Context: an optimization exercise on an open-source flow, tuned for a short achievable clock period and few clock cycles. The choices shown serve that exercise and are no tape-out recipe. At most, simulation tests tie the RTL to the original design; equivalence was not proved. Power figures rest on the tool's default switching activity, not on a simulated workload.

==> inputs of indigo <==
Design gencp_ack_checker, start of the top module:
module gencp_ack_checker (
    input  wire         clk,
    input  wire         rst,
    input  wire         start,
    input  wire [7:0]   op,
    input  wire [15:0]  rid,
    input  wire [15:0]  cap,
    input  wire [15:0]  rxlen,
    input  wire [703:0] pkt,
    output wire         done,
    output reg  [1:0]   rc,
    output reg  [11:0]  kind,
    output reg  [15:0]  erid,
    output reg  [3:0]   step,
    output reg  [2:0]   reason,
    output reg          warn,
    output reg  [63:0]  val,
    output reg  [511:0] dout,
    output reg  [15:0]  olen,
    output reg  [15:0]  adv
);
export LEC_CHECK = 0
export CAP_MARGIN = 20
export CORE_AREA = 5 5 395 395
export DIE_AREA = 0 0 400 400
export SLEW_MARGIN = 20
create_clock -name core_clock -period 20.0 [get_ports {clk}]
standard.sh (not shown) runs the stock make flow with config.mk's settings and CLKGATE_MAP_FILE= SYNTH_SCRIPT=/design/flow/synth_recipe.tcl, a recipe that flattens the netlist after the stock synthesis.
==> flow/flow/run.sh <==
#!/bin/bash
set -euo pipefail
MARGIN=14
bash standard.sh PRE_RESIZE_TCL=$PWD/flow/gain.tcl SETUP_SLACK_MARGIN=$MARGIN ADDER_MAP_FILE= MATCH_CELL_FOOTPRINT=0 TNS_END_PERCENT=10 BUFFER_PORTS_ARGS="-buffer_cell sky130_fd_sc_hd__buf_8" PLACE_PINS_ARGS="-min_distance 1 -min_distance_in_tracks" finish > standard.log 2>&1
==> flow/flow/gain.tcl <==
# Gain-based buffering of high-fanout nets before the standard resizing
# (builds balanced buffer trees for the result select nets).
log_cmd estimate_parasitics -placement
set_dont_use $::env(DONT_USE_CELLS)
log_cmd repair_design -buffer_gain 4.0 -verbose
==> maple: changes against indigo <==
--- a/flow/design.v
+++ b/flow/design.v
@@ -345,17 +345,18 @@
     reg  [11:0] qa_kind, qb_kind;
     reg  [3:0]  qa_step, qb_step;
     reg  [15:0] qa_erid, qb_erid;
     reg  [2:0]  q_reason;
     reg         q_warn;
     reg  [63:0] qa_val;
     reg  [511:0] qa_dout;
     reg  [15:0] qa_olen, qa_adv;
-    reg  [15:0] q_zt, q_zz, q_zo;
+    reg  [15:0] q_x, q_y;
+    reg         q_en;
     integer j;
     always @(posedge clk) begin
         if (rst)
             q_done <= 1'b0;
         else
             q_done <= start;
         q_reason <= e_reason;
         q_warn   <= warn_v;
@@ -377,22 +378,22 @@
                 qa_erid <= a_err ? rid : 16'd0;
             end
         end
         qa_val  <= a_sc_ok ? sc_val : 64'd0;
         for (j = 0; j < 64; j = j + 1)
             qa_dout[8*j +: 8] <= (a_b_ok & bmask[j]) ? pkt[8*(16+j) +: 8] : 8'h00;
         qa_olen <= a_b_ok ? {9'd0, m7} : 16'd0;
         qa_adv  <= a_b_ok ? f_scdlen : 16'd0;
-        q_zt <= (tc43 ^ ts43) & {15'h7FFF, zt_en};
-        q_zz <= ~(tc43 | ts43) & {15'h7FFF, zt_en};
-        q_zo <= (tc43 & ts43) & {15'h7FFF, zt_en};
+        q_x  <= tc43;
+        q_y  <= ts43;
+        q_en <= zt_en;
     end
     assign done = q_done;
-    wire zm = (&q_zt) | (&q_zz) | (&q_zo);
+    wire zm = zmod(q_x, q_y) & q_en;
     always @(*) begin
         rc     = zm ? qa_rc   : qb_rc;
         kind   = zm ? qa_kind : qb_kind;
         step   = zm ? qa_step : qb_step;
         erid   = zm ? qa_erid : qb_erid;
         reason = q_reason;
         warn   = q_warn;
         val    = zm ? qa_val  : 64'd0;
==> flow/flow/run.sh (replaced) <==
#!/bin/bash
set -euo pipefail
MARGIN=14
bash standard.sh SETUP_SLACK_MARGIN=$MARGIN ADDER_MAP_FILE= MATCH_CELL_FOOTPRINT=0 TNS_END_PERCENT=100 BUFFER_PORTS_ARGS="-buffer_cell sky130_fd_sc_hd__buf_8" PLACE_PINS_ARGS="-min_distance 1 -min_distance_in_tracks" ROUTING_LAYER_ADJUSTMENT=0.10 finish > standard.log 2>&1
removed: flow/flow/gain.tcl
==> pepper: changes against indigo <==
==> flow/flow/run.sh (replaced) <==
#!/bin/bash
set -euo pipefail
MARGIN=14
bash standard.sh SETUP_SLACK_MARGIN=$MARGIN ADDER_MAP_FILE= MATCH_CELL_FOOTPRINT=0 TNS_END_PERCENT=100 BUFFER_PORTS_ARGS="-buffer_cell sky130_fd_sc_hd__buf_8" PLACE_PINS_ARGS="-min_distance 1 -min_distance_in_tracks" finish > standard.log 2>&1
removed: flow/flow/gain.tcl
==> results.ini <==
[logic_synthesis]
syn_area_mm2 = 0.05638
synthXorXnorAreaFrac_pct = 27.16
synthAdderAreaFrac_pct = 11.10

[floorplanning]
initial_core_util_pct = 37.20

[status]
outcome = finished clean

(the above is from maple)
==> results.ini <==
[floorplanning]
initial_core_util_pct = 37.61

[logic_synthesis]
synthAdderAreaFrac_pct = 11.27
synth_edf_count = 0
syn_area_mm2 = 0.05700
synthXorXnorAreaFrac_pct = 27.16

[status]
error_line = [ERROR GRT-0116] Global routing finished with congestion. Check the congestion regions in the DRC Viewer.
outcome = did not finish
haltStage = 5_1_grt

(the above is from pepper)
==> results.ini <==
[logic_synthesis]
synthCells = 5976
synth.area.mux_share_pct = 2.887
synthAdderAreaFrac_pct = 11.27
synth_edf_count = 0
synthXorXnorAreaFrac_pct = 27.16

[floorplanning]
initial_core_util_pct = 37.61

[status]
haltStage = 3_4_place_resized
outcome = did not finish
error_line = [ERROR EST-0104] inconsistent parasitics state

(the above is from indigo)
Testbench counts of maple, summed over its fixed seeds: cycles 3,992.
No functional check of the RTL was part of indigo and pepper.

---

==> inputs of job 8028 <==
gencp_ack_checker, a different RTL version from the one above (not shown whole).
==> flow/design.v (excerpt) <==
module gencp_ack_checker (
    input  wire         clk,
    input  wire         rst,
    input  wire         start,
    input  wire [7:0]   op,
    input  wire [15:0]  rid,
    input  wire [15:0]  cap,
    input  wire [15:0]  rxlen,
    input  wire [703:0] pkt,
    output wire         done,
    output reg  [1:0]   rc,
    output reg  [11:0]  kind,
    output reg  [15:0]  erid,
    output reg  [3:0]   step,
    output reg  [2:0]   reason,
    output reg          warn,
    output reg  [63:0]  val,
    output reg  [511:0] dout,
    output reg  [15:0]  olen,
    output reg  [15:0]  adv
);
clock: 20.0 ns
lec_check: 0
cap_margin: 20
core_area: 10 10 510 510
die_area: 0 0 520 520
slew_margin: 20
run.sh (not shown) runs the stock make flow with config.mk's settings and CLKGATE_MAP_FILE= SYNTH_SCRIPT=/design/flow/synth_recipe.tcl, a recipe that flattens the netlist after the stock synthesis.
Stock flow here: none of the scripts above is used.
==> job 1975: changes against job 8028 <==
--- a/flow/design.v
+++ b/flow/design.v
@@ -50,15 +50,29 @@
     wire [16:0] adv_end   = {1'b0, f_scdlen} + 17'd16;
     wire        len_ok    = (adv_end <= {1'b0, rxlen});
     wire        pre_bad   = (f_preamble != PREAMBLE);
     wire        rid_mm    = (f_reqid != rid);
     wire [6:0] l7 = f_scdlen[6:0];
+    wire [3:0] l_hi = l7[6:3];
+    wire [2:0] l_lo = l7[2:0];
+    wire [8:0] hi_gt, hi_eq;
+    wire [7:0] lo_gt;
+    genvar gk;
+    generate
+        for (gk = 0; gk < 9; gk = gk + 1) begin : g_hi
+            assign hi_gt[gk] = (l_hi > gk);
+            assign hi_eq[gk] = (l_hi == gk);
+        end
+        for (gk = 0; gk < 8; gk = gk + 1) begin : g_lo
+            assign lo_gt[gk] = (l_lo > gk);
+        end
+    endgenerate
     wire [87:16] inc;
     genvar gb;
     generate
         for (gb = 16; gb < 88; gb = gb + 1) begin : g_inc
-            assign inc[gb] = (l7 > (gb - 16));
+            assign inc[gb] = hi_gt[(gb - 16) >> 3] | (hi_eq[(gb - 16) >> 3] & lo_gt[(gb - 16) & 7]);
         end
     endgenerate
     wire [15:0] hw0 = {pkt[8*6 +: 8],  pkt[8*7 +: 8]};
     wire [15:0] hw1 = {pkt[8*8 +: 8],  pkt[8*9 +: 8]};
     wire [15:0] hw2 = {pkt[8*10 +: 8], pkt[8*11 +: 8]};
@@ -208,10 +222,13 @@
     wire [15:0] tc5_1_m = (tc4_1 & ts4_2) | (tc4_1 & tc4_2) | (ts4_2 & tc4_2);
     wire [15:0] tc5_1 = {tc5_1_m[14:0], tc5_1_m[15]};
     wire [15:0] ts6_0 = ts5_0 ^ tc5_0 ^ ts5_1;
     wire [15:0] tc6_0_m = (ts5_0 & tc5_0) | (ts5_0 & ts5_1) | (tc5_0 & ts5_1);
     wire [15:0] tc6_0 = {tc6_0_m[14:0], tc6_0_m[15]};
+    wire [15:0] ts7_0 = ts6_0 ^ tc6_0 ^ tc5_1;
+    wire [15:0] tc7_0_m = (ts6_0 & tc6_0) | (ts6_0 & tc5_1) | (tc6_0 & tc5_1);
+    wire [15:0] tc7_0 = {tc7_0_m[14:0], tc7_0_m[15]};
     wire warn_v = op_val_wr & ~too_long & ~too_short & ~pre_bad & rid_mm;
     reg        det;
     reg [1:0]  e_rc;
     reg [3:0]  e_step;
     reg [2:0]  e_reason;
@@ -270,11 +287,11 @@
     wire [6:0]  m7      = trunc ? cap[6:0] : l7;
     wire [63:0] bmask;
     genvar gj;
     generate
         for (gj = 0; gj < 64; gj = gj + 1) begin : g_bm
-            assign bmask[gj] = (l7 > gj) & ((|cap[15:6]) | (cap[5:0] > gj));
+            assign bmask[gj] = inc[16+gj] & ((|cap[15:6]) | (cap[5:0] > gj));
         end
     endgenerate
     wire pass_a = ~det & ~scd_bad;    
     wire a_b_ok = pass_a & a_b;
     wire a_sc_ok = pass_a & a_sc;
@@ -286,13 +303,13 @@
     reg  [2:0]  q_reason;
     reg         q_warn;
     reg  [63:0] qa_val;
     reg  [511:0] qa_dout;
     reg  [15:0] qa_olen, qa_adv;
+    reg         q_sc_ok, q_b_ok;
     reg  [15:0] q_row0;
     reg  [15:0] q_row1;
-    reg  [15:0] q_row2;
     integer j;
     always @(posedge clk) begin
         if (rst)
             q_done <= 1'b0;
         else
@@ -315,32 +332,30 @@
                 qa_kind <= a_kind;
                 qa_step <= a_step;
                 qa_erid <= a_err ? rid : 16'd0;
             end
         end
-        qa_val  <= a_sc_ok ? sc_val : 64'd0;
+        q_sc_ok <= a_sc_ok;
+        q_b_ok  <= a_b_ok;
+        qa_val  <= sc_val;
         for (j = 0; j < 64; j = j + 1)
-            qa_dout[8*j +: 8] <= (a_b_ok & bmask[j]) ? pkt[8*(16+j) +: 8] : 8'h00;
-        qa_olen <= a_b_ok ? {9'd0, m7} : 16'd0;
-        qa_adv  <= a_b_ok ? f_scdlen : 16'd0;
-        q_row0 <= ts6_0;
-        q_row1 <= tc6_0;
-        q_row2 <= tc5_1;
+            qa_dout[8*j +: 8] <= bmask[j] ? pkt[8*(16+j) +: 8] : 8'h00;
+        qa_olen <= {9'd0, m7};
+        qa_adv  <= f_scdlen;
+        q_row0 <= ts7_0;
+        q_row1 <= tc7_0;
     end
     assign done = q_done;
-    wire [15:0] us0_0 = q_row0 ^ q_row1 ^ q_row2;
-    wire [15:0] uc0_0_m = (q_row0 & q_row1) | (q_row0 & q_row2) | (q_row1 & q_row2);
-    wire [15:0] uc0_0 = {uc0_0_m[14:0], uc0_0_m[15]};
-    wire zm = zmod(us0_0, uc0_0);
+    wire zm = zmod(q_row0, q_row1);
     always @(*) begin
         rc     = zm ? qa_rc   : qb_rc;
         kind   = zm ? qa_kind : qb_kind;
         step   = zm ? qa_step : qb_step;
         erid   = zm ? qa_erid : qb_erid;
         reason = q_reason;
         warn   = q_warn;
-        val    = zm ? qa_val  : 64'd0;
-        dout   = zm ? qa_dout : 512'd0;
-        olen   = zm ? qa_olen : 16'd0;
-        adv    = zm ? qa_adv  : 16'd0;
+        val    = (zm & q_sc_ok) ? qa_val  : 64'd0;
+        dout   = (zm & q_b_ok)  ? qa_dout : 512'd0;
+        olen   = (zm & q_b_ok)  ? qa_olen : 16'd0;
+        adv    = (zm & q_b_ok)  ? qa_adv  : 16'd0;
     end
 endmodule
==> flow/flow/run.sh (new file) <==
#!/bin/bash
set -euo pipefail
MARGIN=14
bash standard.sh SETUP_SLACK_MARGIN=$MARGIN ADDER_MAP_FILE= MATCH_CELL_FOOTPRINT=0 TNS_END_PERCENT=10 BUFFER_PORTS_ARGS="-buffer_cell sky130_fd_sc_hd__buf_8" PLACE_PINS_ARGS="-min_distance 1 -min_distance_in_tracks" finish > standard.log 2>&1
==> flow/standard.sh (new file) <==
#!/bin/bash
# synth_recipe.tcl (not shown) runs the flow's synth.tcl, then flattens the netlist and writes it again
# the make line also repeats each setting of config.mk as NAME=value (left out here)
make -C /OpenROAD-flow-scripts/flow DESIGN_CONFIG=/design/flow/config.mk WORK_HOME=/design/flow/orfs CLKGATE_MAP_FILE= SYNTH_SCRIPT=/design/flow/synth_recipe.tcl "${@:-finish}"
- CORE_AREA: 10 10 510 510 -> 5 5 395 395
- DIE_AREA: 0 0 520 520 -> 0 0 400 400
removed: flow/run.sh
==> summary.txt <==
metric                                                                     job 8028      job 1975
Average wire per standard cell                                         42.5 microns  35.0 microns
Number of standard cells in the layout, taps in and fillers out               10431         10103
Result of the run                                          timing/DRC/antenna clean  timing/DRC/antenna clean
Via count of the first global-routing pass                                    52108         56822
Count of buffering cells on the critical path with inverters included             6             8
Internal power                                                              4.94 mW       10.2 mW
WHS Endpoint                                                             qa_olen[1]        q_done
Post-synthesis instance total                                                  5539          6323
Clock network fraction of total power                                         19.7%         10.0%
Seq/total area                                                                19.2%         15.3%
Number of antenna violations at the first check in global routing               228            18
Count of inserted antenna diode cells                                           107             4
Proportion of total power due to net switching                                48.5%         41.3%
GR Layer Usage met1                                                           36.5%         47.0%
Function was not checked in any run of this note: the RTL went through the layout flow alone.

-- afterwards: timing with drivers on the ports --
The flow's constraints put no driver on any port. The routed layouts listed below were extracted and timed again, unchanged, in two steps.
Step 1 (the two cells are an assumption about what drives the block):
set clk [get_ports {clk}]
set_driving_cell -lib_cell sky130_fd_sc_hd__clkbuf_16 $clk
set_driving_cell -lib_cell sky130_fd_sc_hd__buf_2 [delete_from_list [all_inputs] $clk]
Step 2 adds t to the input delays and takes it off the output delays; t is the mean of the earliest and latest rising clock arrival at the registers after step 1. Input paths then give back, and output paths get back, about the clock's delay inside the block.
a / b / c = no drivers / after step 1 / after step 2; a / b = the first two.
| run | t, ns | setup slack, ns | latest minus earliest clock arrival (ns) |
|---|---|---|---|
| maple | 0.825 | 12.583 / 12.327 / 11.502 | 0.048 / 0.048 |
| job 8028 | 0.867 | 7.996 / 8.079 / 7.211 | 0.045 / 0.045 |
| job 1975 | 0.792 | 12.057 / 11.654 / 10.862 | 0.050 / 0.050 |
After both steps setup and hold are still met in every run listed. For job 1975, which loses most, drivers alone change the setup slack by -0.403 ns; drivers and shift together by -1.195 ns.
